This is an optimization exercise on Yosys and OpenROAD, whose aim is small area and a short achievable clock period, not a production implementation.
At most, simulation tests tie the RTL to the original design; equivalence was not proved.
No functional check of the RTL was part of runs 2 and 3.

**flow/config.mk**
```make
export PLATFORM = sky130hd
export DESIGN_NAME = cga_qenc
export DESIGN_NICKNAME = cga_qenc
export VERILOG_FILES = /design/flow/design.v
export SDC_FILE = /design/flow/constraint.sdc
export NUM_CORES = 4
export LEC_CHECK = 0
export CAP_MARGIN = 20
export CORE_MARGIN = 2
export CORE_UTILIZATION = 40
export PLACE_DENSITY = 0.6
export SLEW_MARGIN = 20
```
**flow/run.sh**
```bash
#!/bin/bash
# synth_recipe.tcl (not shown) runs the flow's synth.tcl, then flattens the netlist and writes it again
# the make line also repeats each setting of config.mk as NAME=value (left out here)
make -C /OpenROAD-flow-scripts/flow DESIGN_CONFIG=/design/flow/config.mk WORK_HOME=/design/flow/orfs CLKGATE_MAP_FILE= SYNTH_SCRIPT=/design/flow/synth_recipe.tcl finish
```
**flow/design.v**
```verilog
module cga_qenc (
    input  wire       clk,
    input  wire       rst,         
    input  wire       in_valid,
    input  wire       in_sol,      
    input  wire [7:0] in_r,
    input  wire [7:0] in_g,
    input  wire [7:0] in_b,
    output reg        out_valid,
    output reg  [3:0] out_idx,
    output reg  [7:0] out_comp0,   
    output reg  [7:0] out_comp1    
);
    function [23:0] palette;      
        input [3:0] i;
        case (i)
            4'd0:  palette = 24'h000000;
            4'd1:  palette = 24'h0000AA;
            4'd2:  palette = 24'h00AA00;
            4'd3:  palette = 24'h00AAAA;
            4'd4:  palette = 24'hAA0000;
            4'd5:  palette = 24'hAA00AA;
            4'd6:  palette = 24'hAA5500;
            4'd7:  palette = 24'hAAAAAA;
            4'd8:  palette = 24'h555555;
            4'd9:  palette = 24'h5555FF;
            4'd10: palette = 24'h55FF55;
            4'd11: palette = 24'h55FFFF;
            4'd12: palette = 24'hFF5555;
            4'd13: palette = 24'hFF55FF;
            4'd14: palette = 24'hFFFF55;
            default: palette = 24'hFFFFFF;
        endcase
    endfunction
    function [63:0] wave_row;
        input [2:0] hue;
        case (hue)
            3'd0: wave_row = 64'h00_00_00_00_00_00_00_00;
            3'd1: wave_row = 64'h00_00_38_C8_FF_FF_B0_20;
            3'd2: wave_row = 64'hFF_D0_60_10_00_28_A0_F8;
            3'd3: wave_row = 64'hFF_FF_F0_A8_40_58_C0_FF;
            3'd4: wave_row = 64'h20_B0_FF_FF_C8_38_00_00;
            3'd5: wave_row = 64'h68_E0_FF_FF_F8_98_30_18;
            3'd6: wave_row = 64'h10_60_D0_FF_E8_78_08_00;
            default: wave_row = 64'hFF_FF_FF_FF_FF_FF_FF_FF;
        endcase
    endfunction
    function [7:0] wave_b;
        input [2:0] hue;
        input [2:0] p;
        reg [63:0] row;
        begin
            row = wave_row(hue);
            wave_b = row[63 - 8*p -: 8];
        end
    endfunction
    function [7:0] sample_i;
        input [3:0] idx;
        input [2:0] p;
        reg [17:0] prod;
        reg [8:0]  s;
        begin
            prod = wave_b(idx[2:0], p) * 18'd768;
            s    = {1'b0, prod[17:10]} + (idx[3] ? 9'd64 : 9'd0);
            sample_i = (s > 9'd255) ? 8'd255 : s[7:0];
        end
    endfunction
    function [17:0] pal_dist;
        input [7:0] r, g, b;
        input [3:0] i;
        reg [23:0] pe;
        reg signed [9:0] dr, dg, db;
        begin
            pe = palette(i);
            dr = $signed({2'b00, r}) - $signed({2'b00, pe[23:16]});
            dg = $signed({2'b00, g}) - $signed({2'b00, pe[15:8]});
            db = $signed({2'b00, b}) - $signed({2'b00, pe[7:0]});
            pal_dist = dr * dr + dg * dg + db * db;
        end
    endfunction
    reg  [1:0] col_cnt;                         
    wire [1:0] in_hdot = in_sol ? 2'd0 : col_cnt;
    reg        s1_valid;
    reg  [1:0] s1_hdot;
    reg  [7:0] s1_r, s1_g, s1_b;
    always @(posedge clk) begin
        if (rst) begin
            col_cnt  <= 2'd0;
            s1_valid <= 1'b0;
        end else begin
            s1_valid <= in_valid;
            if (in_valid)
                col_cnt <= in_hdot + 2'd1;
        end
        s1_hdot <= in_hdot;
        s1_r    <= in_r;
        s1_g    <= in_g;
        s1_b    <= in_b;
    end
    reg [3:0]  q_idx;
    reg [17:0] q_best_d;
    reg [17:0] q_d;
    integer    i;
    always @* begin
        q_idx    = 4'd0;
        q_best_d = pal_dist(s1_r, s1_g, s1_b, 4'd0);
        for (i = 1; i < 16; i = i + 1) begin
            q_d = pal_dist(s1_r, s1_g, s1_b, i[3:0]);
            if (q_d < q_best_d) begin
                q_idx    = i[3:0];
                q_best_d = q_d;
            end
        end
        if (s1_r == 8'h00 && s1_g == 8'h00 && s1_b == 8'h00)
            q_idx = 4'd0;
        if (s1_r == 8'hFF && s1_g == 8'hFF && s1_b == 8'hFF)
            q_idx = 4'd15;
    end
    reg        s2_valid;
    reg  [1:0] s2_hdot;
    reg  [3:0] s2_idx;
    always @(posedge clk) begin
        if (rst)
            s2_valid <= 1'b0;
        else
            s2_valid <= s1_valid;
        s2_hdot <= s1_hdot;
        s2_idx  <= q_idx;
    end
    always @(posedge clk) begin
        if (rst)
            out_valid <= 1'b0;
        else
            out_valid <= s2_valid;
        out_idx   <= s2_idx;
        out_comp0 <= sample_i(s2_idx, {s2_hdot, 1'b0});
        out_comp1 <= sample_i(s2_idx, {s2_hdot, 1'b1});
    end
endmodule
```
**flow/constraint.sdc**
```tcl
create_clock -name core_clock -period 40.0 [get_ports {clk}]
set_input_delay 8.0000 -clock core_clock [delete_from_list [all_inputs] [get_ports {clk}]]
set_output_delay 8.0000 -clock core_clock [all_outputs]
set_load 0.01 [all_outputs]
```
==> impl_metrics.tcl, run 1 <==
set metrics [dict create \
    fmax_mhz 26.5 \
    hold_depth 0 \
    avgSynthCellArea_sq_um 8.17 \
    antenna_found_initial 3 \
    ff2ff_path_depth 199 \
    crit_arrival_ns 38.10 \
    final_core_util_pct 44.0 \
    endpoint_kind "flop" \
    status "complete, no violations" \
    slew_headroom_pct 25.0 \
    synth_edf_count 0 \
    via_per_inst 5.19 \
    ant_nets 0 \
    finalCriticalPeriod_ns 37.78 \
    num_io_pins 49 \
    finalHoldViolCount 0 \
    grt_pass1_wl_um 259000 \
    cts_made_buffers 9 \
    fillerInstances 13616 \
    worst_pin_slew_ns 1.12 \
    crit_type "flop to flop" \
    fp-row-count 135 \
    met3_usage_pct 2.43 \
    clk_pin_slew_ns 0.08 \
    drc 0 \
    syn-cell-area_sq_um 54500 \
    hold_path_end "s2_hdot[1]" \
    yosysSeqAreaShare_pct 2.09 \
    die_x_um 373 \
    avgRoutedWirePerCell_um 19.0 \
    grt_use_total_pct 23.7 \
    drt-total-wl_um 164000 \
    crit_buf_inv 25 \
    synth_top_cells_by_count "1408 x inv_1, 1086 x ha_1, 634 x fa_1" \
    ff2ff_setup_slack_ns 2.22 \
    numPortBuffers 48 \
    yosys.area.top_type_share_pct 24.9 \
    synthCells 6670 \
    hp-start "s1_hdot[1]" \
    path_common_cell "a21oi_1" \
    grt-ovfl-total 0 \
    clock_path_buffers 2 \
    drt_pass1_iterations 6 \
    finalMaxSlewViolations 0 \
    fin_worst_skew_ns 0.0450 \
    critPathMaxFanout 16 \
    cp.required_ns 40.31 \
    grt_start_max_net_pins 30 \
    place_congestion 0.988 \
    critPathTopFamily "compound AO/OA/AOI/OAI gates" \
    yosysMostFrequentCell "inv_1" \
    diodes 0 \
    synth_cell_type_count 97 \
    cp_slowest_cell "fa_1" \
    layout-drive-gt1-share_pct 6.34 \
    syn2layout_area_growth_pct 9.07 \
    core_area_sq_um 135000 \
    die_area_sq_um 139000 \
    clock_latency_ns 0.46 \
    vias 44909 \
    yosysWarnings 1 \
    grt_busiest_layer "met2" \
    yosys_register_bits 57 \
    synthTopCellsByArea "ha_1 25%, fa_1 23%, inv_1 9.7%" \
    root_buffer "clkbuf_16" \
    start_util_pct 40.3 \
    start_kind "flop" \
    drv_cap 0 \
    fin_nets 8623 \
    die_y_um 373 \
    h-tree-depth 3 \
    dp.final_hpwl_um 146000 \
    grt_pass1_vias 45605 \
    ys_async_sr_fraction_pct 0 \
    cts_tree "built" \
    period_share_pct 94.5 \
    drt_iter0_drc 2532 \
    rr_endpoint "s2_idx[3]" \
    r2r_start "s1_r[3]" \
    cpPeakStageDelay_ns 0.53 \
    yosysTopAreaCell "ha_1" \
    cts_sinks 57 \
    hold_path.class "flop to flop" \
    ys.flop_type "dfxtp_1" \
    holdBufCountCts 0 \
    use_met2_pct 39.2 \
    use_met1_pct 32.6 \
    finalSetupViolations 0 \
]
==> sequential cells by signal, summed over array words and instances (netlist names) <==
register	cells
out_comp0	8
s1_g	8
s1_b	8
s1_valid	1
s2_valid	1
s1_r	8
col_cnt	2
s1_hdot	2
out_idx	4
s2_hdot	2
s2_idx	4
out_valid	1
out_comp1	8
==> kinds of logic after synthesis <==
logic type      count (synthesis)  share of synthesized area (%)
fa+ha+maj                    1722                           48.2
buf+inv                      1537                           10.7
compound gates               1360                           15.7
simple gates                 1217                           10.4
xor+xnor                      638                           10.3
mux                           137                           2.63
flops                          57                           2.09
other cells                     2                         0.0138
==> metal layers <==
metal  vias up  wire, um
met5         -         0
met4         0      5640
met3       221      7550
met2       994     74800
met1     21622     76400
li1      22072         -
==> per-stage QoR <==
step                      hold slack [ns]  setup WS [ns]  TNS, ns  cell area (sq um)  cells
after CTS                           0.335         0.0540        0              58800   8631
after global placement              0.315          0.361        0              58400   8609
after global routing                0.344         -0.249   -0.882              59500   8661
after detailed placement            0.316         -0.584    -2.20              58400   8609
final                               0.333           2.22        0              59500   8661
after floorplan                     0.310          0.179        0              54500   6674
==> layout make-up <==
class                      instances  area [sq um]  area share, %
timing repair buffer             304          2460           4.13
tap                             1781          2230           3.75
sequential                        57          1160           1.95
clock buffer                       9           225          0.379
multi-input combinational       5080         47900           80.6
clock inverter                     7           125          0.210
inverter                        1423          5340           8.99
==> how the worst max path moves through the flow <==
stage | end | slack [ns] | cells after the start | start
2_1_floorplan | s2_idx[0] | 0.18 | 228 | s1_b[1]
3_3_place_gp | s2_idx[2] | 0.36 | 217 | s1_b[1]
3_5_place_dp | s2_idx[2] | -0.58 | 206 | s1_b[1]
4_1_cts | s2_idx[0] | 0.05 | 211 | s1_b[1]
5_1_grt | s2_idx[3] | -0.25 | 215 | s1_b[1]
6_report | s2_idx[3] | 2.22 | 199 | s1_r[3]
==> layout by cell type (no fill, tap or decap), types with 58 or more instances in the layout <==
cell	n
mux2i_1	90
nor3_1	58
nand2_1	308
fa_1	633
o21a_1	89
xor2_1	131
buf_4	249
nor2b_1	92
a21oi_1	532
inv_1	1407
xnor2_1	498
nor2_1	453
o21ai_0	181
nand2b_1	90
o21bai_1	225
ha_1	1083
a21o_1	142
==> timing repair <==
item                                    in CTS  in global routing
pin swaps                                    2                 13
gates resized for setup                      0                 99
buffers inserted                             6                 30
endpoints found under the setup margin       4                  4
==> run 2: changes to the inputs <==
==> flow/design.v (replaced) <==
module cga_qenc (
    input  wire       clk,
    input  wire       rst,         
    input  wire       in_valid,
    input  wire       in_sol,      
    input  wire [7:0] in_r,
    input  wire [7:0] in_g,
    input  wire [7:0] in_b,
    output reg        out_valid,
    output reg  [3:0] out_idx,
    output reg  [7:0] out_comp0,   
    output reg  [7:0] out_comp1    
);
    function [63:0] wave_row;
        input [2:0] hue;
        case (hue)
            3'd0: wave_row = 64'h00_00_00_00_00_00_00_00;
            3'd1: wave_row = 64'h00_00_38_C8_FF_FF_B0_20;
            3'd2: wave_row = 64'hFF_D0_60_10_00_28_A0_F8;
            3'd3: wave_row = 64'hFF_FF_F0_A8_40_58_C0_FF;
            3'd4: wave_row = 64'h20_B0_FF_FF_C8_38_00_00;
            3'd5: wave_row = 64'h68_E0_FF_FF_F8_98_30_18;
            3'd6: wave_row = 64'h10_60_D0_FF_E8_78_08_00;
            default: wave_row = 64'hFF_FF_FF_FF_FF_FF_FF_FF;
        endcase
    endfunction
    function [7:0] wave_b;
        input [2:0] hue;
        input [2:0] p;
        reg [63:0] row;
        begin
            row = wave_row(hue);
            wave_b = row[63 - 8*p -: 8];
        end
    endfunction
    function [7:0] sample_i;
        input [3:0] idx;
        input [2:0] p;
        reg [17:0] prod;
        reg [8:0]  s;
        begin
            prod = wave_b(idx[2:0], p) * 18'd768;
            s    = {1'b0, prod[17:10]} + (idx[3] ? 9'd64 : 9'd0);
            sample_i = (s > 9'd255) ? 8'd255 : s[7:0];
        end
    endfunction
    function [7:0] term_z;             
        input [7:0] c;
        term_z = c[7] ? 8'd128 : {1'b0, c[6:0]};
    endfunction
    function [7:0] term_t;             
        input [7:0] c;
        if (c >= 8'd170)      term_t = c - 8'd170;
        else if (c <= 8'd42)  term_t = 8'd128;
        else                  term_t = 8'd170 - c;
    endfunction
    function [6:0] term_m;             
        input [7:0] c;
        if (c <= 8'd85)       term_m = c[6:0];
        else if (c >= 8'd170) term_m = c - 8'd170;
        else                  term_m = 8'd170 - c;
    endfunction
    function [3:0] quant;
        input [7:0] r, g, b;
        reg [7:0] zr, zg, zb, tr, tg, tb, hg;
        reg [6:0] mg, mb;
        reg       gl, bl, bh;
        reg [9:0] cost0, ca, c7, kb, in1, cost1;
        reg       brown, awin, rb1, lowin;
        reg [3:0] idx0, idx1;
        begin
            zr = term_z(r); zg = term_z(g); zb = term_z(b);
            tr = term_t(r); tg = term_t(g); tb = term_t(b);
            mg = term_m(g); mb = term_m(b);
            gl = g > 8'd85;
            bl = b > 8'd85;
            hg = (g > 8'd170) ? {g[6:0] - 7'd42, 1'b0} : 8'd0;   
            cost0 = zr + mg + mb;
            idx0  = {2'b00, gl, bl};
            ca    = zg + mb;                  
            c7    = tg + tb;                  
            kb    = zb + hg + 10'd43;         
            brown = (kb <= ca) && (kb <= c7);
            awin  = !brown && (ca <= c7);
            in1   = brown ? kb : (awin ? ca : c7);
            idx1  = brown ? 4'd6 : (awin ? {3'b010, bl} : 4'd7);
            cost1 = tr + in1;
            rb1   = brown ? (cost1 <= cost0) : (cost1 < cost0);
            if (rb1)
                lowin = brown ? (cost1 <= 10'd128) : (cost1 <= 10'd127);
            else
                lowin = cost0 <= 10'd127;
            if (lowin)
                quant = rb1 ? idx1 : idx0;
            else
                quant = {1'b1, r > 8'd170, g > 8'd170, b > 8'd170};
        end
    endfunction
    reg  [1:0] col_cnt;                         
    wire [1:0] in_hdot = in_sol ? 2'd0 : col_cnt;
    reg  [1:0] s1_hdot;
    always @(posedge clk) begin
        if (rst) begin
            col_cnt   <= 2'd0;
            out_valid <= 1'b0;
        end else begin
            out_valid <= in_valid;
            if (in_valid)
                col_cnt <= in_hdot + 2'd1;
        end
        s1_hdot <= in_hdot;
        out_idx <= quant(in_r, in_g, in_b);
    end
    always @* begin
        out_comp0 = sample_i(out_idx, {s1_hdot, 1'b0});
        out_comp1 = sample_i(out_idx, {s1_hdot, 1'b1});
    end
endmodule
==> run 2 against run 1 <==
Compared with the run above:
- synthesized cell count is 87% lower
- critical path depth fell by 154
- global-route usage fell by 4.3 points
- first-iteration DRC count down 85%
- via count fell by 86%
- register-to-register slack better by 37 ns
- core utilization increased by 0.58 points
- worst setup slack better by 20 ns
- cell count decreased by 87%
- sequential share of layout area increased by 0.63 points
==> impl_metrics.tcl, run 2 <==
set metrics [dict create \
    status "complete, no violations" \
    synth_top_family_by_area "compound AO/OA/AOI/OAI gates" \
    synthXorXnorAreaFrac_pct 8.01 \
    fp-row-count 46 \
    ys.flop_type "dfxtp_1" \
    drc 0 \
    yosys_register_bits 9 \
    cpPeakStageDelay_ns 0.53 \
    yosys.area.top_type_share_pct 22.3 \
    cts_made_buffers 3 \
    finalSetupViolations 0 \
    grt_setup_unrepaired "no" \
    yosysTopAreaCell "ha_1" \
    worst_pin_slew_ns 0.831 \
    dp_slack_ns 22.05 \
    avgSynthCellArea_sq_um 7.15 \
    crit_type "input port to flop" \
    synth_fa_ha_area_share_pct 27.2 \
    die_x_um 130 \
    grt_pass1_vias 5484 \
    hold_depth 1 \
    drt-total-wl_um 16500 \
    start_kind "input port" \
    avgRoutedWirePerCell_um 14.8 \
    layout_common_cells "113 x ha_1, 82 x inv_1, 76 x nor2_1, 76 x a21oi_1" \
    root_buffer "clkbuf_16" \
    antenna_found_initial 0 \
    ys_async_sr_fraction_pct 0 \
    layout-drive-gt1-share_pct 3.65 \
    ff_latch_area_sq_um 180 \
    fillerInstances 1666 \
    num_io_pins 49 \
    start_util_pct 40.3 \
    multi_input_area_sq_um 5670 \
    ff2ff_path_depth 5 \
    crit_arrival_ns 17.68 \
    rr_endpoint "col_cnt[1]" \
    holdBufCountCts 0 \
    yosysWarnings 1 \
    cts_sinks 9 \
    finalMaxSlewViolations 0 \
    fin_nets 1059 \
    ant_nets 0 \
    numPortBuffers 48 \
    yosysSeqAreaShare_pct 2.84 \
    cp.required_ns 40.09 \
    place_congestion 0.901 \
    via_per_inst 5.44 \
    dp.final_hpwl_um 13600 \
    h-tree-depth 1 \
    clk_pin_slew_ns 0.04 \
    period_share_pct 44.0 \
    cts_resized 0 \
    syn2layout_area_growth_pct 10.4 \
    muxShareOfSynthArea_pct 2.27 \
    synthTopCellsByArea "ha_1 22%, a21oi_1 6.0%, inv_1 4.9%" \
    grt_start_max_net_pins 28 \
    synthCells 886 \
    synth-simple-area-share_pct 21.7 \
    top_register "out_idx" \
    fmax_mhz 56.9 \
    crit_end "out_idx[0]" \
    syn-cell-area_sq_um 6340 \
    diodes 0 \
    die_y_um 130 \
    crit_start "in_b[2]" \
    cts_tree "built" \
    clock_latency_ns 0.23 \
    drt_iter0_drc 385 \
    largest_reg_flops 4 \
    grt_use_total_pct 19.4 \
    endpoint_kind "flop" \
    synth_edf_count 0 \
    final_common_cell "ha_1" \
    layout_setup_ws_ns 22.41 \
    synth_cell_type_count 80 \
    r2r_start "col_cnt[0]" \
    fin_hold_ws_ns 0.499 \
    synth_top_cells_by_count "113 x ha_1, 82 x inv_1, 76 x a21oi_1, 76 x nor2_1" \
    clock_path_buffers 2 \
    top_regs "out_idx (4), col_cnt (2), s1_hdot (2)" \
    cts_setup_buffers 0 \
    drv_cap 0 \
    grt_pass1_wl_um 27100 \
    fin_worst_skew_ns 0.000180 \
    finalCriticalPeriod_ns 17.59 \
    cp_slowest_cell "o31a_1" \
    finalHoldViolCount 0 \
    critPathMaxFanout 13 \
    vias 6086 \
    core_area_sq_um 15700 \
    ff2ff_setup_slack_ns 39.10 \
    hold_path.class "flop to flop" \
    grt-ovfl-total 0 \
    fin_setup_tns_ns 0 \
    die_area_sq_um 16900 \
    yosysMostFrequentCell "ha_1" \
    slew_headroom_pct 44.5 \
    drt_pass1_iterations 5 \
    synth_compound_area_share_pct 30.2 \
]
[run 2: changes by cell type in the layout (fill, tap and decap cells not counted), moves of 120 or more]
cell      change
a21oi_1     -456
o21bai_1    -219
buf_4       -248
fa_1        -619
o21ai_0     -127
xnor2_1     -464
a21o_1      -120
nor2_1      -377
inv_1      -1325
ha_1        -970
nand2_1     -254
[run 2: critical path, delay by kind of cell]
family,cells,cell delay [ns]
adder cells (fa/ha/maj),6,1.66
buffers and inverters,6,1.01
AND/OR/NAND/NOR,10,1.88
AO/OA/AOI/OAI,18,3.87
multiplexers,3,0.60
XOR/XNOR,2,0.64
[run 2: logic make-up (layout without fill, tap and decap cells)]
group	after synthesis	in the layout
buf+inv	119	136
simple gates	273	273
xor+xnor	58	58
fa+ha+maj	130	130
flops	9	9
compound gates	283	283
mux	14	14
[run 2: how the worst min path moves through the flow]
stage	slack, ns	from	to
floorplan	0.46	col_cnt[1]	s1_hdot[1]
global placement	0.49	col_cnt[1]	s1_hdot[1]
detailed placement	0.48	col_cnt[1]	s1_hdot[1]
CTS	0.49	col_cnt[1]	s1_hdot[1]
global route	0.53	col_cnt[1]	s1_hdot[1]
finish	0.50	col_cnt[1]	s1_hdot[1]
[run 2: area by class of cell]
| cell class | count | area share [%] |
|---|---|---|
| Multi-Input combinational cell | 758 | 81.0 |
| Timing Repair Buffer | 49 | 6.97 |
| Inverter | 83 | 4.45 |
| Tap cell | 216 | 3.86 |
| Sequential cell | 9 | 2.58 |
| Clock buffer | 4 | 1.13 |
[run 2: metrics by stage]
| step | util, % | cell area [sq um] | instances |
|---|---|---|---|
| finish | 44.5 | 7000 | 1119 |
| CTS | 44.5 | 6990 | 1119 |
| floorplan | - | 6340 | 886 |
| global route | 44.5 | 7000 | 1119 |
| detailed placement | 44.0 | 6910 | 1115 |
| global placement | 44.0 | 6910 | 1115 |
[run 2: metal layers]
metal | track usage, % | up-vias | share of wire (%)
met5 | 0 | - | 0
met2 | 32.5 | 110 | 46
met1 | 27.5 | 2753 | 49
met3 | 1.52 | 24 | 3.4
met4 | 3.92 | 0 | 2.1
li1 | - | 3199 | -
==> run 3: changes to the inputs <==
==> flow/design.v (replaced) <==
module cga_qenc (
    input  wire       clk,
    input  wire       rst,         
    input  wire       in_valid,
    input  wire       in_sol,      
    input  wire [7:0] in_r,
    input  wire [7:0] in_g,
    input  wire [7:0] in_b,
    output reg        out_valid,
    output reg  [3:0] out_idx,
    output reg  [7:0] out_comp0,   
    output reg  [7:0] out_comp1    
);
    function [63:0] wave_row;
        input [2:0] hue;
        case (hue)
            3'd0: wave_row = 64'h00_00_00_00_00_00_00_00;
            3'd1: wave_row = 64'h00_00_38_C8_FF_FF_B0_20;
            3'd2: wave_row = 64'hFF_D0_60_10_00_28_A0_F8;
            3'd3: wave_row = 64'hFF_FF_F0_A8_40_58_C0_FF;
            3'd4: wave_row = 64'h20_B0_FF_FF_C8_38_00_00;
            3'd5: wave_row = 64'h68_E0_FF_FF_F8_98_30_18;
            3'd6: wave_row = 64'h10_60_D0_FF_E8_78_08_00;
            default: wave_row = 64'hFF_FF_FF_FF_FF_FF_FF_FF;
        endcase
    endfunction
    function [511:0] enc_table;
        input dummy;
        integer h, p;
        reg [63:0] row;
        reg [17:0] prod;
        begin
            enc_table = 512'd0;
            for (h = 0; h < 8; h = h + 1) begin
                row = wave_row(h[2:0]);
                for (p = 0; p < 8; p = p + 1) begin
                    prod = row[63 - 8*p -: 8] * 18'd768;
                    enc_table[16*(4*h + p/2) + 8*(1 - p%2) +: 8] = prod[17:10];
                end
            end
        end
    endfunction
    localparam [511:0] ENC = enc_table(1'b0);
    function [7:0] bright;
        input [7:0] v;
        input       i3;
        bright = {v[7:6] + {1'b0, i3}, v[5:0]};
    endfunction
    function [6:0] dist_m;
        input [7:0] c;
        if (c <= 8'd85)       dist_m = c[6:0];
        else if (c >= 8'd170) dist_m = c - 8'd170;
        else                  dist_m = 8'd170 - c;
    endfunction
    function [3:0] quant;
        input [7:0] r, g, b;
        reg        lr, lg, lb, reg6;
        reg [6:0]  mr, mg, mb, hg7;
        reg [7:0]  mrb;
        reg [8:0]  msum, ksum;
        reg        k_ok, bbd, brown, dark;
        reg [3:0]  didx;
        begin
            lr = r > 8'd85;
            lg = g > 8'd85;
            lb = b > 8'd85;
            reg6 = lr & lg & ~lb;
            mr = dist_m(r); mg = dist_m(g); mb = dist_m(b);
            mrb  = mr + mb;
            msum = mrb + mg;
            hg7  = (g > 8'd170) ? {g[5:0] - 6'd42, 1'b0} : 7'd0;
            ksum = mrb + hg7;
            k_ok = (r >= 8'd85) && (b <= 8'd85) && (g <= 8'd212) && (ksum <= 9'd85);
            if (reg6)
                bbd = ({r, 1'b0} >= {1'b0, g} + 9'd43) && ({1'b0, g} + {b, 1'b0} <= 10'd297);
            else
                bbd = (g >= 8'd43) && (g <= 8'd127);
            brown = k_ok & bbd;
            if (reg6)
                dark = ({1'b0, msum} + {r, 1'b0} <= 10'd297) || (msum + 9'd43 <= {b, 1'b0});
            else
                dark = msum <= 9'd127;
            if (reg6)
                didx = ({1'b0, r} + {1'b0, b} <= 9'd170) ? 4'd2 : 4'd7;
            else
                didx = {1'b0, lr, lg, lb};
            if (brown)
                quant = 4'd6;
            else if (dark)
                quant = didx;
            else
                quant = {1'b1, r > 8'd170, g > 8'd170, b > 8'd170};
        end
    endfunction
    reg  [1:0] col_cnt;                         
    wire [1:0] in_hdot = in_sol ? 2'd0 : col_cnt;
    reg        s1_valid;
    reg  [1:0] s1_hdot;
    reg  [7:0] s1_r, s1_g, s1_b;
    always @(posedge clk) begin
        if (rst) begin
            col_cnt  <= 2'd0;
            s1_valid <= 1'b0;
        end else begin
            s1_valid <= in_valid;
            if (in_valid)
                col_cnt <= in_hdot + 2'd1;
        end
        s1_hdot <= in_hdot;
        s1_r    <= in_r;
        s1_g    <= in_g;
        s1_b    <= in_b;
    end
    reg  [1:0] s2_hdot;
    always @(posedge clk) begin
        if (rst)
            out_valid <= 1'b0;
        else
            out_valid <= s1_valid;
        s2_hdot <= s1_hdot;
        out_idx <= quant(s1_r, s1_g, s1_b);
    end
    reg  [15:0] enc_v;
    always @* begin
        enc_v     = ENC[16*{out_idx[2:0], s2_hdot} +: 16];
        out_comp0 = bright(enc_v[15:8], out_idx[3]);
        out_comp1 = bright(enc_v[7:0], out_idx[3]);
    end
endmodule
==> run 3 against run 2 <==
Compared with the run above:
- wire length decreased by 15%
- clock skew increased by 0.0039 ns
- die area decreased by 18%
- via count decreased by 18%
- non-clock buffer count decreased by 1
- maximum frequency increased by 60%
- area after synthesis decreased by 18%
- register-to-register slack got worse by 6.8 ns
- cell count decreased by 21%
- largest cell class unchanged
- highest routed layer unchanged
==> impl_metrics.tcl, run 3 <==
set metrics [dict create \
    status "complete, no violations" \
    core_area_sq_um 12600 \
    layout_common_cells "92 x ha_1, 59 x a21oi_1, 59 x nand2_1" \
    fin_worst_skew_ns 0.00410 \
    ant_nets 0 \
    synthTopCellsByArea "ha_1 22%, dfxtp_1 14%, a21oi_1 5.7%" \
    avgRoutedWirePerCell_um 15.8 \
    grt_use_total_pct 20.0 \
    ys_async_sr_fraction_pct 0 \
    worst_pin_slew_ns 1.07 \
    final_area_sq_um 5940 \
    finalHoldViolCount 0 \
    finalCriticalPeriod_ns 10.96 \
    drt_iter0_drc 405 \
    top_regs "s1_b (8), s1_g (8), s1_r (8)" \
    grt_setup_unrepaired "no" \
    cp.required_ns 32.00 \
    grt_start_max_net_pins 35 \
    dp.final_hpwl_um 10900 \
    period_share_pct 27.4 \
    drt-total-wl_um 14000 \
    endpoint_kind "output pin" \
    yosysWarnings 1 \
    cts_resized 0 \
    r2r_start "s1_b[1]" \
    hold_path_end "s2_hdot[0]" \
    synth_edf_count 0 \
    clock_path_buffers 2 \
    synth_cell_type_count 69 \
    final_common_cell "ha_1" \
    placed_area_sq_um 5800 \
    via_per_inst 5.64 \
    dp_slack_ns 29.39 \
    grt-ovfl-total 0 \
    crit_buf_inv 2 \
    start_util_pct 41.1 \
    fmax_mhz 91.2 \
    cts_setup_buffers 0 \
    ff2ff_path_depth 29 \
    antenna_found_initial 0 \
    clk_pin_slew_ns 0.06 \
    critPathTopFamily "buffers and inverters" \
    final_core_util_pct 47.1 \
    yosysSeqAreaShare_pct 13.9 \
    ys.flop_type "dfxtp_1" \
    finalSetupViolations 0 \
    ff2ff_setup_slack_ns 32.29 \
    synth_top_cells_by_count "92 x ha_1, 59 x a21oi_1, 59 x nand2_1" \
    hold_path.class "flop to flop" \
    cpPeakStageDelay_ns 0.61 \
    fp-row-count 41 \
    start_kind "flop" \
    layout_setup_ws_ns 29.04 \
    drt_pass1_iterations 5 \
    cts_made_buffers 5 \
    place_congestion 0.887 \
    synthCells 679 \
    yosysTopAreaCell "ha_1" \
    die_area_sq_um 13900 \
    rr_endpoint "out_idx[2]" \
    syn2layout_area_growth_pct 14.5 \
    layout-drive-gt1-share_pct 3.79 \
    critPathMaxFanout 13 \
    cts_tree "built" \
    yosysMostFrequentCell "ha_1" \
    hp-start "s1_hdot[0]" \
    grt_pass1_vias 4686 \
    crit_chain "inv_1 -> ha_1 -> nand2_1 -> o22ai_1 -> nand2_1 -> o21ai_0 -> ha_1 -> xnor2_1 -> clkdlybuf4s50_1" \
    yosys_register_bits 36 \
    cts_sinks 36 \
    clock_latency_ns 0.29 \
    grt_pass1_wl_um 22900 \
    fillerInstances 1293 \
    finalMaxSlewViolations 0 \
    root_buffer "clkbuf_16" \
    num_io_pins 49 \
    diodes 0 \
    hold_depth 0 \
    fin_setup_tns_ns 0 \
    vias 4987 \
    h-tree-depth 2 \
    die_x_um 118 \
    avgSynthCellArea_sq_um 7.64 \
    numPortBuffers 48 \
    crit_type "flop to output pin" \
    die_y_um 118 \
    slew_headroom_pct 28.8 \
    cp_slowest_cell "dfxtp_1" \
    crit_arrival_ns 2.96 \
    yosys.area.top_type_share_pct 22.2 \
    drv_cap 0 \
    fin_nets 838 \
    drc 0 \
    syn-cell-area_sq_um 5190 \
    holdBufCountCts 0 \
]
[run 3: worst max path at each step]
stage | slack (ns) | cells past startpoint | endpoint | startpoint
after detailed placement | 29.39 | 9 | out_comp1[7] | s2_hdot[1]
after global placement | 29.45 | 9 | out_comp1[7] | s2_hdot[1]
after CTS | 29.07 | 9 | out_comp1[7] | s2_hdot[1]
final | 29.04 | 9 | out_comp1[7] | s2_hdot[1]
after floorplan | 30.10 | 9 | out_comp1[7] | s2_hdot[1]
after global routing | 28.80 | 9 | out_comp1[7] | s2_hdot[1]
[run 3: kinds of logic after synthesis]
logic type               Yosys count  share of synthesized area (%)
AO/OA/AOI/OAI                    220                           27.3
XOR/XNOR                          45                           7.59
adder cells (fa/ha/maj)           98                           24.5
buffers and inverters             71                           5.18
flip-flops                        36                           13.9
multiplexers                      11                           2.39
AND/OR/NAND/NOR                  198                           19.1
[run 3: cell type report]
| class | instances | area (sq um) | share of cell area, % |
|---|---|---|---|
| tap | 172 | 215 | 3.62 |
| clock inverter | 3 | 18.8 | 0.316 |
| timing repair buffer | 48 | 480 | 8.08 |
| multi-input combinational | 572 | 4200 | 70.7 |
| sequential | 36 | 721 | 12.1 |
| clock buffer | 5 | 125 | 2.10 |
| inverter | 49 | 184 | 3.09 |
[run 3: per-layer routing]
layer	track usage (%)	part of all wire, %	vias up
li1	-	-	2517
met1	26.0	47	2309
met2	33.8	47	133
met3	2.81	4.4	28
met4	6.85	2.3	0
met5	0	0	-
[run 3: through the flow]
step / hold WS, ns / std cells
floorplan: 0.310 / 679
global placement: 0.314 / 877
detailed placement: 0.313 / 877
CTS: 0.321 / 885
global route: 0.324 / 885
finish: 0.322 / 885

afterwards: timing with drivers on the ports:
The flow's constraints put no driver on any port. The routed layouts listed below were extracted and timed again, unchanged, in two steps. Step 1 sets driving cells, clkbuf_16 on the clock port and buf_2 on the other inputs (assumed; they add their load-dependent delay and slew). Step 2 also shifts input and output timing later by t, the mid clock arrival at the registers, as if the neighbouring blocks saw the same clock. Three values: no drivers, after step 1, after step 2; two values: the first two.
run	t (ns)	slack for setup (ns)	clock arrival spread, ns	worst data-port slew with drivers (ns)
run 1	0.502	2.216 / 2.216 / 2.216	0.045 / 0.045	0.11
run 2	0.262	22.414 / 22.419 / 22.157	0.003 / 0.003	0.03
run 3	0.324	29.036 / 28.999 / 29.322	0.005 / 0.005	0.05
After both steps setup and hold are still met in every run listed. The setup slack of run 2, which loses most, moves by +0.005 ns with the drivers and by -0.257 ns with both steps.
